This is an optimization exercise on Yosys and OpenROAD, whose aim is small area, a short achievable clock period and few clock cycles per item, not a production implementation.
RTL that was checked went through simulation tests only; none was proved equivalent to the original.
Power figures rest on the tool's default switching activity, not on a simulated workload.

== run A ==
==> module swar_scan, before the edit <==
module swar_scan (
    input  wire        clk,
    input  wire        rst,
    input  wire        cmd_valid,
    output wire        cmd_ready,
    input  wire [31:0] cmd,
    input  wire [63:0] a,
    input  wire [63:0] b,
    input  wire [7:0]  c,
    output reg         done,
    output reg         err,
    output wire [63:0] res,
    output wire        mem_req_valid,
    input  wire        mem_req_ready,
    output wire [63:0] mem_req_addr,
    input  wire        mem_rsp_valid,
    input  wire [63:0] mem_rsp_data
);
    reg        idle;        
    reg        go;          
    reg        thr;         
    reg        s1, s2;      
    reg        first;       
    reg        rev, str;    
    reg [7:0]  tgt;         
    reg [2:0]  lenlo;       
    reg [63:0] addr;        
    reg [28:0] idx;         
    reg [31:0] u;           
    reg [1:0]  out;         
    reg [1:0]  drop;        
    reg [2:0]  pos;
    reg        nf;          
    reg        hi;          
    assign cmd_ready     = idle;
    assign mem_req_valid = go && thr;
    assign mem_req_addr  = addr;
    wire req_fire = go && thr && mem_req_ready;
    wire fire = cmd_valid && idle;
    wire [1:0] cur  = out - drop;
    wire rsp  = mem_rsp_valid && (drop == 2'd0);
    wire last = !go && (cur == 2'd1);
    wire mask_en = (rev ? first : last) && (lenlo != 3'd0);
    reg  [7:0] hit;
    integer i;
    always @* begin
        for (i = 0; i < 8; i = i + 1)
            hit[i] = (mem_rsp_data[8*i +: 8] == tgt) && !(mask_en && (i >= lenlo));
    end
    wire any = |hit;
    reg [2:0] fpos, lpos;
    integer j, k;
    always @* begin
        fpos = 3'd0;
        for (j = 7; j >= 0; j = j - 1)
            if (hit[j]) fpos = j[2:0];
        lpos = 3'd0;
        for (k = 0; k < 8; k = k + 1)
            if (hit[k]) lpos = k[2:0];
    end
    wire decide = rsp && (any || (!str && last));
    wire in_legal = ((cmd[7:0] == 8'h05 || cmd[7:0] == 8'h06) &&
                     cmd[31:12] == 20'd0 && cmd[10:8] == 3'd0)
                 || (cmd[31:0] == 32'h08);
    wire in_rev = cmd[1];
    wire in_str = cmd[3];
    wire in_run = in_legal && (in_str || b[31:0] != 32'd0);
    wire final_req = !str && (u == {31'd0, lenlo == 3'd0});
    wire [1:0] out_n = out + {1'b0, req_fire} - {1'b0, mem_rsp_valid};
    reg  [1:0] drop_n;
    reg        go_n, str_n;
    always @* begin
        drop_n = drop;
        if (mem_rsp_valid && drop != 2'd0) drop_n = drop - 2'd1;
        if (decide) drop_n = out_n;
        go_n = go;
        if (s1) go_n = !s2;
        else if (s2) go_n = 1'b1;
        if (req_fire && final_req) go_n = 1'b0;
        if (decide) go_n = 1'b0;
        str_n = str;
        if (fire) begin
            go_n  = in_run && !in_rev;
            str_n = in_str;
        end
        if (rst) begin
            drop_n = 2'd0;
            go_n   = 1'b0;
        end
    end
    wire [1:0] rst_out_n = rst ? 2'd0 : out_n;
    wire        dn = (rev || s2) && !s1;
    wire [28:0] alo_op = s1 ? idx : {{28{dn}}, 1'b1};
    wire [29:0] alo_sum = {1'b0, addr[31:3]} + {1'b0, alo_op};
    wire        acy = alo_sum[29] ^ dn;           
    wire [31:0] ahi_p = addr[63:32] ^ {32{dn}};
    reg  [31:0] ahi_t;
    integer m;
    always @* begin
        ahi_t[0] = 1'b1;
        for (m = 1; m < 32; m = m + 1)
            ahi_t[m] = ahi_t[m-1] & ahi_p[m-1];
    end
    wire [63:0] addr_n = {addr[63:32] ^ (ahi_t & {32{acy}}), alo_sum[28:0], addr[2:0]};
    wire        idn = rev && !s1;
    wire [28:0] idx_p = idx ^ {29{idn}};
    reg  [29:0] idx_t;
    integer n;
    always @* begin
        idx_t[0] = 1'b1;
        for (n = 1; n < 30; n = n + 1)
            idx_t[n] = idx_t[n-1] & idx_p[n-1];
    end
    wire [28:0] idx_n = idx ^ idx_t[28:0];
    wire        idx_wrap = idx_t[29];             
    wire [31:0] u_p = u ^ {32{!str}};
    reg  [31:0] u_t;
    integer q;
    always @* begin
        u_t[0] = 1'b1;
        for (q = 1; q < 32; q = q + 1)
            u_t[q] = u_t[q-1] & u_p[q-1];
    end
    wire [31:0] u_n = u ^ u_t;
    wire        u_en = str ? (rsp && idx_wrap) : req_fire;
    always @(posedge clk) begin
        done <= 1'b0;
        out  <= rst_out_n;
        drop <= drop_n;
        go   <= go_n;
        str  <= str_n;
        thr  <= str_n ? (rst_out_n == drop_n) : (rst_out_n != 2'd3);
        if (rsp) begin
            first <= 1'b0;
            pos   <= rev ? lpos : fpos;
            nf    <= !any;
            hi    <= str && any;
        end
        if (rsp || (s1 && lenlo != 3'd0))
            idx <= idx_n;
        if (s1)
            s1  <= 1'b0;
        else if (s2)
            s2  <= 1'b0;
        if (s1 || s2 || req_fire)
            addr <= addr_n;
        if (u_en)
            u <= u_n;
        if (decide) begin
            idle <= 1'b1;
            done <= 1'b1;
        end
        if (fire) begin
            err   <= !in_legal;
            tgt   <= in_str ? 8'h00 : c;
            addr  <= a;
            idx   <= in_rev ? b[31:3] : {29{1'b1}};
            u     <= in_str ? {32{1'b1}} : {3'd0, b[31:3]};
            lenlo <= b[2:0];
            rev   <= in_rev;
            first <= 1'b1;
            s1    <= in_run && in_rev;
            s2    <= in_run && in_rev && (b[2:0] == 3'd0);
            if (in_run)
                idle <= 1'b0;
            else begin
                done <= 1'b1;
                nf   <= 1'b1;
                hi   <= 1'b0;
            end
        end
        if (rst) begin
            idle <= 1'b1;
            done <= 1'b0;
            s1   <= 1'b0;
            s2   <= 1'b0;
        end
    end
    assign res = {u & {32{hi}}, {idx, pos} | {32{nf}}};
endmodule
export LEC_CHECK = 0
export CAP_MARGIN = 20
export CORE_MARGIN = 2
export CORE_UTILIZATION = 40
export SETUP_SLACK_MARGIN = 3.0
export SLEW_MARGIN = 20
create_clock -name core_clock -period 6.5 [get_ports {clk}]
standard.sh (not shown) runs the stock make flow with config.mk's settings and CLKGATE_MAP_FILE= SYNTH_SCRIPT=/design/flow/synth_recipe.tcl, a recipe that flattens the netlist after the stock synthesis.
==> flow/flow/run.sh <==
#!/bin/bash
# Standard ORFS layout, with plain buf_1 cells as the port buffers.
set -euo pipefail
export BUFFER_PORTS_ARGS="-buffer_cell sky130_fd_sc_hd__buf_1"
bash standard.sh synth > synth.log 2>&1
bash standard.sh > layout.log 2>&1
In summary, run A completed successfully, with a layout that passed the timing, design-rule and antenna checks.
Input-level comparison between run B and run A:
diff --git a/flow/design.v b/flow/design.v
--- a/flow/design.v
+++ b/flow/design.v
@@ -19,7 +19,7 @@
     reg        idle;        
     reg        go;          
     reg        thr;         
-    reg        s1, s2;      
+    reg        s1;          
     reg        first;       
     reg        rev, str;    
     reg [7:0]  tgt;         
@@ -65,7 +65,16 @@
     wire in_rev = cmd[1];
     wire in_str = cmd[3];
     wire in_run = in_legal && (in_str || b[31:0] != 32'd0);
-    wire final_req = !str && (u == {31'd0, lenlo == 3'd0});
+    wire final_req = !str && (u == 32'd0);
+    wire [28:0] in_hi = b[31:3];
+    reg  [28:0] in_bt;
+    integer r;
+    always @* begin
+        in_bt[0] = (b[2:0] == 3'd0);
+        for (r = 1; r < 29; r = r + 1)
+            in_bt[r] = in_bt[r-1] & !in_hi[r-1];
+    end
+    wire [28:0] in_top = in_hi ^ in_bt;
     wire [1:0] out_n = out + {1'b0, req_fire} - {1'b0, mem_rsp_valid};
     reg  [1:0] drop_n;
     reg        go_n, str_n;
@@ -74,8 +83,7 @@
         if (mem_rsp_valid && drop != 2'd0) drop_n = drop - 2'd1;
         if (decide) drop_n = out_n;
         go_n = go;
-        if (s1) go_n = !s2;
-        else if (s2) go_n = 1'b1;
+        if (s1) go_n = 1'b1;
         if (req_fire && final_req) go_n = 1'b0;
         if (decide) go_n = 1'b0;
         str_n = str;
@@ -89,10 +97,19 @@
         end
     end
     wire [1:0] rst_out_n = rst ? 2'd0 : out_n;
-    wire        dn = (rev || s2) && !s1;
-    wire [28:0] alo_op = s1 ? idx : {{28{dn}}, 1'b1};
-    wire [29:0] alo_sum = {1'b0, addr[31:3]} + {1'b0, alo_op};
-    wire        acy = alo_sum[29] ^ dn;           
+    wire        dn = rev && !s1;
+    wire [28:0] alo = addr[31:3];
+    wire [28:0] alo_p = alo ^ {29{dn}};
+    reg  [29:0] alo_t;
+    integer l;
+    always @* begin
+        alo_t[0] = 1'b1;
+        for (l = 1; l < 30; l = l + 1)
+            alo_t[l] = alo_t[l-1] & alo_p[l-1];
+    end
+    wire [29:0] alo_add = {1'b0, alo} + {1'b0, idx};
+    wire [28:0] alo_n = s1 ? alo_add[28:0] : (alo ^ alo_t[28:0]);
+    wire        acy = s1 ? alo_add[29] : alo_t[29];
     wire [31:0] ahi_p = addr[63:32] ^ {32{dn}};
     reg  [31:0] ahi_t;
     integer m;
@@ -101,7 +118,7 @@
         for (m = 1; m < 32; m = m + 1)
             ahi_t[m] = ahi_t[m-1] & ahi_p[m-1];
     end
-    wire [63:0] addr_n = {addr[63:32] ^ (ahi_t & {32{acy}}), alo_sum[28:0], addr[2:0]};
+    wire [63:0] addr_n = {addr[63:32] ^ (ahi_t & {32{acy}}), alo_n, addr[2:0]};
     wire        idn = rev && !s1;
     wire [28:0] idx_p = idx ^ {29{idn}};
     reg  [29:0] idx_t;
@@ -136,13 +153,10 @@
             nf    <= !any;
             hi    <= str && any;
         end
-        if (rsp || (s1 && lenlo != 3'd0))
+        if (rsp || s1)
             idx <= idx_n;
-        if (s1)
-            s1  <= 1'b0;
-        else if (s2)
-            s2  <= 1'b0;
-        if (s1 || s2 || req_fire)
+        s1 <= 1'b0;
+        if (s1 || req_fire)
             addr <= addr_n;
         if (u_en)
             u <= u_n;
@@ -154,13 +168,12 @@
             err   <= !in_legal;
             tgt   <= in_str ? 8'h00 : c;
             addr  <= a;
-            idx   <= in_rev ? b[31:3] : {29{1'b1}};
-            u     <= in_str ? {32{1'b1}} : {3'd0, b[31:3]};
+            idx   <= in_rev ? in_top : {29{1'b1}};
+            u     <= in_str ? {32{1'b1}} : {3'd0, in_top};
             lenlo <= b[2:0];
             rev   <= in_rev;
             first <= 1'b1;
             s1    <= in_run && in_rev;
-            s2    <= in_run && in_rev && (b[2:0] == 3'd0);
             if (in_run)
                 idle <= 1'b0;
             else begin
@@ -173,7 +186,6 @@
             idle <= 1'b1;
             done <= 1'b0;
             s1   <= 1'b0;
-            s2   <= 1'b0;
         end
     end
     assign res = {u & {32{hi}}, {idx, pos} | {32{nf}}};
Findings:
Run B reports a higher count of mapped cells out of synthesis than run A does. Summary of run B over run A: cell area saw an increase, final critical path time including I/O delays and setup moved up, placer congestion estimate climbed 3.7%. Sequential-to-total area share from yosys stat is higher on run A. Diff run B..run A | cts-stage hold buffer count | unchanged. Comparing run B and run A, share of the clock period used by the worst path after layout is lower on run A. Run B vs. run A: total wire length went up by 19%, synthesized area went up by 1400 µm². Of the two values seen for capturing element of the worst setup path, addr[57]$_DFFE_PP_ was produced by run A and idx[27]$_DFFE_PP_ by run B. The number of clock sinks in run B sits about 0.65% below the value recorded for run A. The number of placed instances with taps included reported for run B is greater than that of run A by 12%. Number of DRC markers in iteration 0, run B and run A: smaller value in run A. In the flow results for run B and run A, the worst slew margin relative to its limit is larger on run A. Higher total routing usage reported by global routing was reported by run B, not run A.
Function was not checked in any run of this note: the RTL went through the layout flow alone.

job 101:
The RTL this note starts from:
==> flow/design.v <==
module swar_scan (
    input  wire        clk,
    input  wire        rst,
    input  wire        cmd_valid,
    output wire        cmd_ready,
    input  wire [31:0] cmd,
    input  wire [63:0] a,
    input  wire [63:0] b,
    input  wire [7:0]  c,
    output reg         done,
    output reg         err,
    output wire [63:0] res,
    output wire        mem_req_valid,
    input  wire        mem_req_ready,
    output wire [63:0] mem_req_addr,
    input  wire        mem_rsp_valid,
    input  wire [63:0] mem_rsp_data
);
    reg        idle;        
    reg        go;          
    reg        thr;         
    reg        s1, s2;      
    reg        sb;          
    reg        cb;          
    reg        sc;          
    reg        first;       
    reg        rev, str;    
    reg [7:0]  tgt;         
    reg [2:0]  lenlo;       
    reg [63:0] addr;        
    reg [28:0] idx;         
    reg [31:0] u;           
    reg [1:0]  out;         
    reg [1:0]  drop;        
    reg [2:0]  pos;
    reg        nf;          
    reg        hi;          
    reg        iw;          
    assign cmd_ready     = idle;
    assign mem_req_valid = go && thr;
    assign mem_req_addr  = addr;
    wire req_fire = go && thr && mem_req_ready;
    wire fire = cmd_valid && idle;
    wire [1:0] cur  = out - drop;
    wire rsp  = mem_rsp_valid && (drop == 2'd0);
    wire last = !go && (cur == 2'd1);
    wire mask_en = (rev ? first : last) && (lenlo != 3'd0);
    reg  [7:0] hit;
    integer i;
    always @* begin
        for (i = 0; i < 8; i = i + 1)
            hit[i] = (mem_rsp_data[8*i +: 8] == tgt) && !(mask_en && (i >= lenlo));
    end
    wire any = |hit;
    reg [2:0] fpos, lpos;
    integer j, k;
    always @* begin
        fpos = 3'd0;
        for (j = 7; j >= 0; j = j - 1)
            if (hit[j]) fpos = j[2:0];
        lpos = 3'd0;
        for (k = 0; k < 8; k = k + 1)
            if (hit[k]) lpos = k[2:0];
    end
    wire decide = rsp && (any || (!str && last));
    wire in_legal = ((cmd[7:0] == 8'h05 || cmd[7:0] == 8'h06) &&
                     cmd[31:12] == 20'd0 && cmd[10:8] == 3'd0)
                 || (cmd[31:0] == 32'h08);
    wire in_rev = cmd[1];
    wire in_str = cmd[3];
    wire in_run = in_legal && (in_str || b[31:0] != 32'd0);
    wire final_req = !str && (u == {31'd0, lenlo == 3'd0});
    integer lv, ii;
    wire        dn = (rev || s2) && !s1 && !sb && !sc;
    wire [28:0] alo = addr[31:3];
    reg  [28:0] alo_pp;                   
    always @* begin
        alo_pp = alo ^ {29{dn}};
        for (lv = 0; lv < 5; lv = lv + 1)
            for (ii = 0; ii < 29; ii = ii + 1)
                if ((ii >> lv) & 1)
                    alo_pp[ii] = alo_pp[ii] & alo_pp[((ii >> lv) << lv) - 1];
    end
    wire [28:0] alo_cnt = alo ^ {alo_pp[27:0], 1'b1};
    wire [15:0] add1 = {1'b0, alo[14:0]} + {1'b0, idx[14:0]};
    wire [14:0] add2 = {1'b0, alo[28:15]} + {1'b0, idx[28:15]} + {14'd0, cb};
    wire [28:0] alo_n = s1 ? {alo[28:15], add1[14:0]} :
                        sb ? {add2[13:0], alo[14:0]} : alo_cnt;
    wire        acy = sc || alo_pp[28];
    wire [31:0] ahi = addr[63:32];
    reg  [31:0] ahi_pp;
    always @* begin
        ahi_pp = ahi ^ {32{dn}};
        for (lv = 0; lv < 5; lv = lv + 1)
            for (ii = 0; ii < 32; ii = ii + 1)
                if ((ii >> lv) & 1)
                    ahi_pp[ii] = ahi_pp[ii] & ahi_pp[((ii >> lv) << lv) - 1];
    end
    wire [31:0] ahi_n = ahi ^ ({ahi_pp[30:0], 1'b1} & {32{acy}});
    wire        idn = rev && !sb;
    reg  [28:0] idx_pp;
    always @* begin
        idx_pp = idx ^ {29{idn}};
        for (lv = 0; lv < 5; lv = lv + 1)
            for (ii = 0; ii < 29; ii = ii + 1)
                if ((ii >> lv) & 1)
                    idx_pp[ii] = idx_pp[ii] & idx_pp[((ii >> lv) << lv) - 1];
    end
    wire [28:0] idx_n = idx ^ {idx_pp[27:0], 1'b1};
    reg  [31:0] u_pp;
    always @* begin
        u_pp = ~u;
        for (lv = 0; lv < 5; lv = lv + 1)
            for (ii = 0; ii < 32; ii = ii + 1)
                if ((ii >> lv) & 1)
                    u_pp[ii] = u_pp[ii] & u_pp[((ii >> lv) << lv) - 1];
    end
    wire [31:0] u_n = u ^ {u_pp[30:0], 1'b1};
    wire        u_en = str ? (rsp && iw) : req_fire;
    wire [1:0] out_n = out + {1'b0, req_fire} - {1'b0, mem_rsp_valid};
    reg  [1:0] drop_n;
    reg        go_n, str_n;
    always @* begin
        drop_n = drop;
        if (mem_rsp_valid && drop != 2'd0) drop_n = drop - 2'd1;
        if (decide) drop_n = out_n;
        go_n = go;
        if (s1) go_n = 1'b0;
        else if (sb) go_n = !s2 && !add2[14];
        else if (sc) go_n = !s2;
        else if (s2) go_n = 1'b1;
        if (req_fire && final_req) go_n = 1'b0;
        if (decide) go_n = 1'b0;
        str_n = str;
        if (fire) begin
            go_n  = in_run && !in_rev;
            str_n = in_str;
        end
        if (rst) begin
            drop_n = 2'd0;
            go_n   = 1'b0;
        end
    end
    wire [1:0] rst_out_n = rst ? 2'd0 : out_n;
    always @(posedge clk) begin
        done <= 1'b0;
        out  <= rst_out_n;
        drop <= drop_n;
        go   <= go_n;
        str  <= str_n;
        thr  <= str_n ? (rst_out_n == drop_n) : (rst_out_n != 2'd3);
        if (rsp) begin
            first <= 1'b0;
            pos   <= rev ? lpos : fpos;
            nf    <= !any;
            hi    <= str && any;
        end
        if (rsp || (sb && lenlo != 3'd0)) begin
            idx <= idx_n;
            iw  <= (idx == {{28{1'b1}}, 1'b0});
        end
        cb <= add1[15];
        sb <= s1;
        sc <= sb && add2[14];
        s1 <= 1'b0;
        if (s2 && !s1 && !sb && !sc)
            s2 <= 1'b0;
        if (s1 || sb || (s2 && !sc) || req_fire)
            addr[31:3] <= alo_n;
        if (sc || (s2 && !s1 && !sb) || req_fire)
            addr[63:32] <= ahi_n;
        if (u_en)
            u <= u_n;
        if (decide) begin
            idle <= 1'b1;
            done <= 1'b1;
        end
        if (fire) begin
            err   <= !in_legal;
            tgt   <= in_str ? 8'h00 : c;
            addr  <= a;
            idx   <= in_rev ? b[31:3] : {29{1'b1}};
            iw    <= 1'b1;
            u     <= in_str ? 32'd0 : {3'd0, b[31:3]};
            lenlo <= b[2:0];
            rev   <= in_rev;
            first <= 1'b1;
            s1    <= in_run && in_rev;
            s2    <= in_run && in_rev && (b[2:0] == 3'd0);
            if (in_run)
                idle <= 1'b0;
            else begin
                done <= 1'b1;
                nf   <= 1'b1;
                hi   <= 1'b0;
            end
        end
        if (rst) begin
            idle <= 1'b1;
            done <= 1'b0;
            s1   <= 1'b0;
            sb   <= 1'b0;
            s2   <= 1'b0;
            sc   <= 1'b0;
        end
    end
    assign res = {~u & {32{hi}}, {idx, pos} | {32{nf}}};
endmodule
Settings: LEC_CHECK=0, CAP_MARGIN=20, CORE_MARGIN=2, CORE_UTILIZATION=40, SETUP_SLACK_MARGIN=3.0, SLEW_MARGIN=20; clock period 6.5 ns.
Scripts as last shown in full above: flow/flow/run.sh
Here is what was changed in the inputs of job 102 compared with job 101.
--- a/flow/design.v
+++ b/flow/design.v
@@ -19,10 +19,8 @@
     reg        idle;        
     reg        go;          
     reg        thr;         
     reg        s1, s2;      
-    reg        sb;          
-    reg        cb;          
     reg        sc;          
     reg        first;       
     reg        rev, str;    
     reg [7:0]  tgt;         
@@ -34,9 +32,8 @@
     reg [1:0]  drop;        
     reg [2:0]  pos;
     reg        nf;          
     reg        hi;          
-    reg        iw;          
     assign cmd_ready     = idle;
     assign mem_req_valid = go && thr;
     assign mem_req_addr  = addr;
     wire req_fire = go && thr && mem_req_ready;
@@ -70,9 +67,9 @@
     wire in_str = cmd[3];
     wire in_run = in_legal && (in_str || b[31:0] != 32'd0);
     wire final_req = !str && (u == {31'd0, lenlo == 3'd0});
     integer lv, ii;
-    wire        dn = (rev || s2) && !s1 && !sb && !sc;
+    wire        dn = (rev || s2) && !s1 && !sc;
     wire [28:0] alo = addr[31:3];
     reg  [28:0] alo_pp;                   
     always @* begin
         alo_pp = alo ^ {29{dn}};
@@ -81,12 +78,21 @@
                 if ((ii >> lv) & 1)
                     alo_pp[ii] = alo_pp[ii] & alo_pp[((ii >> lv) << lv) - 1];
     end
     wire [28:0] alo_cnt = alo ^ {alo_pp[27:0], 1'b1};
-    wire [15:0] add1 = {1'b0, alo[14:0]} + {1'b0, idx[14:0]};
-    wire [14:0] add2 = {1'b0, alo[28:15]} + {1'b0, idx[28:15]} + {14'd0, cb};
-    wire [28:0] alo_n = s1 ? {alo[28:15], add1[14:0]} :
-                        sb ? {add2[13:0], alo[14:0]} : alo_cnt;
+    reg  [28:0] ag, ap;
+    always @* begin
+        ag = alo & idx;
+        ap = alo ^ idx;
+        for (lv = 0; lv < 5; lv = lv + 1)
+            for (ii = 0; ii < 29; ii = ii + 1)
+                if ((ii >> lv) & 1) begin
+                    ag[ii] = ag[ii] | (ap[ii] & ag[((ii >> lv) << lv) - 1]);
+                    ap[ii] = ap[ii] & ap[((ii >> lv) << lv) - 1];
+                end
+    end
+    wire [28:0] alo_add = alo ^ idx ^ {ag[27:0], 1'b0};
+    wire [28:0] alo_n = s1 ? alo_add : alo_cnt;
     wire        acy = sc || alo_pp[28];
     wire [31:0] ahi = addr[63:32];
     reg  [31:0] ahi_pp;
     always @* begin
@@ -96,9 +102,9 @@
                 if ((ii >> lv) & 1)
                     ahi_pp[ii] = ahi_pp[ii] & ahi_pp[((ii >> lv) << lv) - 1];
     end
     wire [31:0] ahi_n = ahi ^ ({ahi_pp[30:0], 1'b1} & {32{acy}});
-    wire        idn = rev && !sb;
+    wire        idn = rev && !s1;
     reg  [28:0] idx_pp;
     always @* begin
         idx_pp = idx ^ {29{idn}};
         for (lv = 0; lv < 5; lv = lv + 1)
@@ -106,8 +112,9 @@
                 if ((ii >> lv) & 1)
                     idx_pp[ii] = idx_pp[ii] & idx_pp[((ii >> lv) << lv) - 1];
     end
     wire [28:0] idx_n = idx ^ {idx_pp[27:0], 1'b1};
+    wire        idx_wrap = idx_pp[28];        
     reg  [31:0] u_pp;
     always @* begin
         u_pp = ~u;
         for (lv = 0; lv < 5; lv = lv + 1)
@@ -115,19 +122,18 @@
                 if ((ii >> lv) & 1)
                     u_pp[ii] = u_pp[ii] & u_pp[((ii >> lv) << lv) - 1];
     end
     wire [31:0] u_n = u ^ {u_pp[30:0], 1'b1};
-    wire        u_en = str ? (rsp && iw) : req_fire;
+    wire        u_en = str ? (rsp && idx_wrap) : req_fire;
     wire [1:0] out_n = out + {1'b0, req_fire} - {1'b0, mem_rsp_valid};
     reg  [1:0] drop_n;
     reg        go_n, str_n;
     always @* begin
         drop_n = drop;
         if (mem_rsp_valid && drop != 2'd0) drop_n = drop - 2'd1;
         if (decide) drop_n = out_n;
         go_n = go;
-        if (s1) go_n = 1'b0;
-        else if (sb) go_n = !s2 && !add2[14];
+        if (s1) go_n = !s2 && !ag[28];
         else if (sc) go_n = !s2;
         else if (s2) go_n = 1'b1;
         if (req_fire && final_req) go_n = 1'b0;
         if (decide) go_n = 1'b0;
@@ -154,21 +160,17 @@
             pos   <= rev ? lpos : fpos;
             nf    <= !any;
             hi    <= str && any;
         end
-        if (rsp || (sb && lenlo != 3'd0)) begin
+        if (rsp || (s1 && lenlo != 3'd0))
             idx <= idx_n;
-            iw  <= (idx == {{28{1'b1}}, 1'b0});
-        end
-        cb <= add1[15];
-        sb <= s1;
-        sc <= sb && add2[14];
+        sc <= s1 && ag[28];
         s1 <= 1'b0;
-        if (s2 && !s1 && !sb && !sc)
+        if (s2 && !s1 && !sc)
             s2 <= 1'b0;
-        if (s1 || sb || (s2 && !sc) || req_fire)
+        if (s1 || (s2 && !sc) || req_fire)
             addr[31:3] <= alo_n;
-        if (sc || (s2 && !s1 && !sb) || req_fire)
+        if (sc || (s2 && !s1) || req_fire)
             addr[63:32] <= ahi_n;
         if (u_en)
             u <= u_n;
         if (decide) begin
@@ -179,9 +181,8 @@
             err   <= !in_legal;
             tgt   <= in_str ? 8'h00 : c;
             addr  <= a;
             idx   <= in_rev ? b[31:3] : {29{1'b1}};
-            iw    <= 1'b1;
             u     <= in_str ? 32'd0 : {3'd0, b[31:3]};
             lenlo <= b[2:0];
             rev   <= in_rev;
             first <= 1'b1;
@@ -198,9 +199,8 @@
         if (rst) begin
             idle <= 1'b1;
             done <= 1'b0;
             s1   <= 1'b0;
-            sb   <= 1'b0;
             s2   <= 1'b0;
             sc   <= 1'b0;
         end
     end
--- outcome ---
Diff job 101 -> job 102: power down about 0.7%; synthesized cell count fell 2.4%; buffer count excluding the clock tree in the final layout shrank by about 0.8%. Delta (job 102 minus job 101): cell leakage power essentially unchanged, time the worst path needs with I/O delays and setup fell 31 ps, share of synthesized area spent on multiplexers up 0.64 points, sequential group power shows no meaningful change. Compared with job 101, job 102 shows a higher share of cell area taken by flip-flops and latches.
Testbench counts of job 102, summed over its fixed seeds: cycles 19,806, commands 1,600.
No functional check of the RTL was part of job 101.

## port drivers added, routing unchanged
How much do the figures lean on ideal ports? The routed layouts below were timed once more, with nothing changed but the port constraints.
Step 1 (the two cells are an assumption about what drives the block):
set clk [get_ports {clk}]
set_driving_cell -lib_cell sky130_fd_sc_hd__clkbuf_16 $clk
set_driving_cell -lib_cell sky130_fd_sc_hd__buf_2 [delete_from_list [all_inputs] $clk]
Step 2 adds t to the input delays and takes it off the output delays; t is the mean of the earliest and latest rising clock arrival at the registers after step 1. Input paths then give back, and output paths get back, about the clock's delay inside the block.
Three values: no drivers, after step 1, after step 2; two values: the first two.
| run | t, ns | setup slack, ns | hold WS [ns] | worst setup path at the end | worst slew at a driven data input, ns |
|---|---|---|---|---|---|
| run A | 0.486 | 2.693 / 2.693 / 2.693 | 0.446 / 0.446 / 0.446 | register to register | 0.07 |
| run B | 0.498 | 0.611 / 0.606 / 0.108 | 0.448 / 0.448 / 0.448 | input to register | 0.09 |
| job 101 | 0.489 | 3.074 / 3.088 / 2.599 | 0.441 / 0.441 / 0.441 | input to register | 0.07 |
| job 102 | 0.490 | 3.105 / 3.105 / 2.725 | 0.460 / 0.460 / 0.460 | input to register | 0.07 |
After both steps setup and hold are still met in every run listed. The setup slack of run B, which loses most, moves by -0.005 ns with the drivers and by -0.503 ns with both steps.
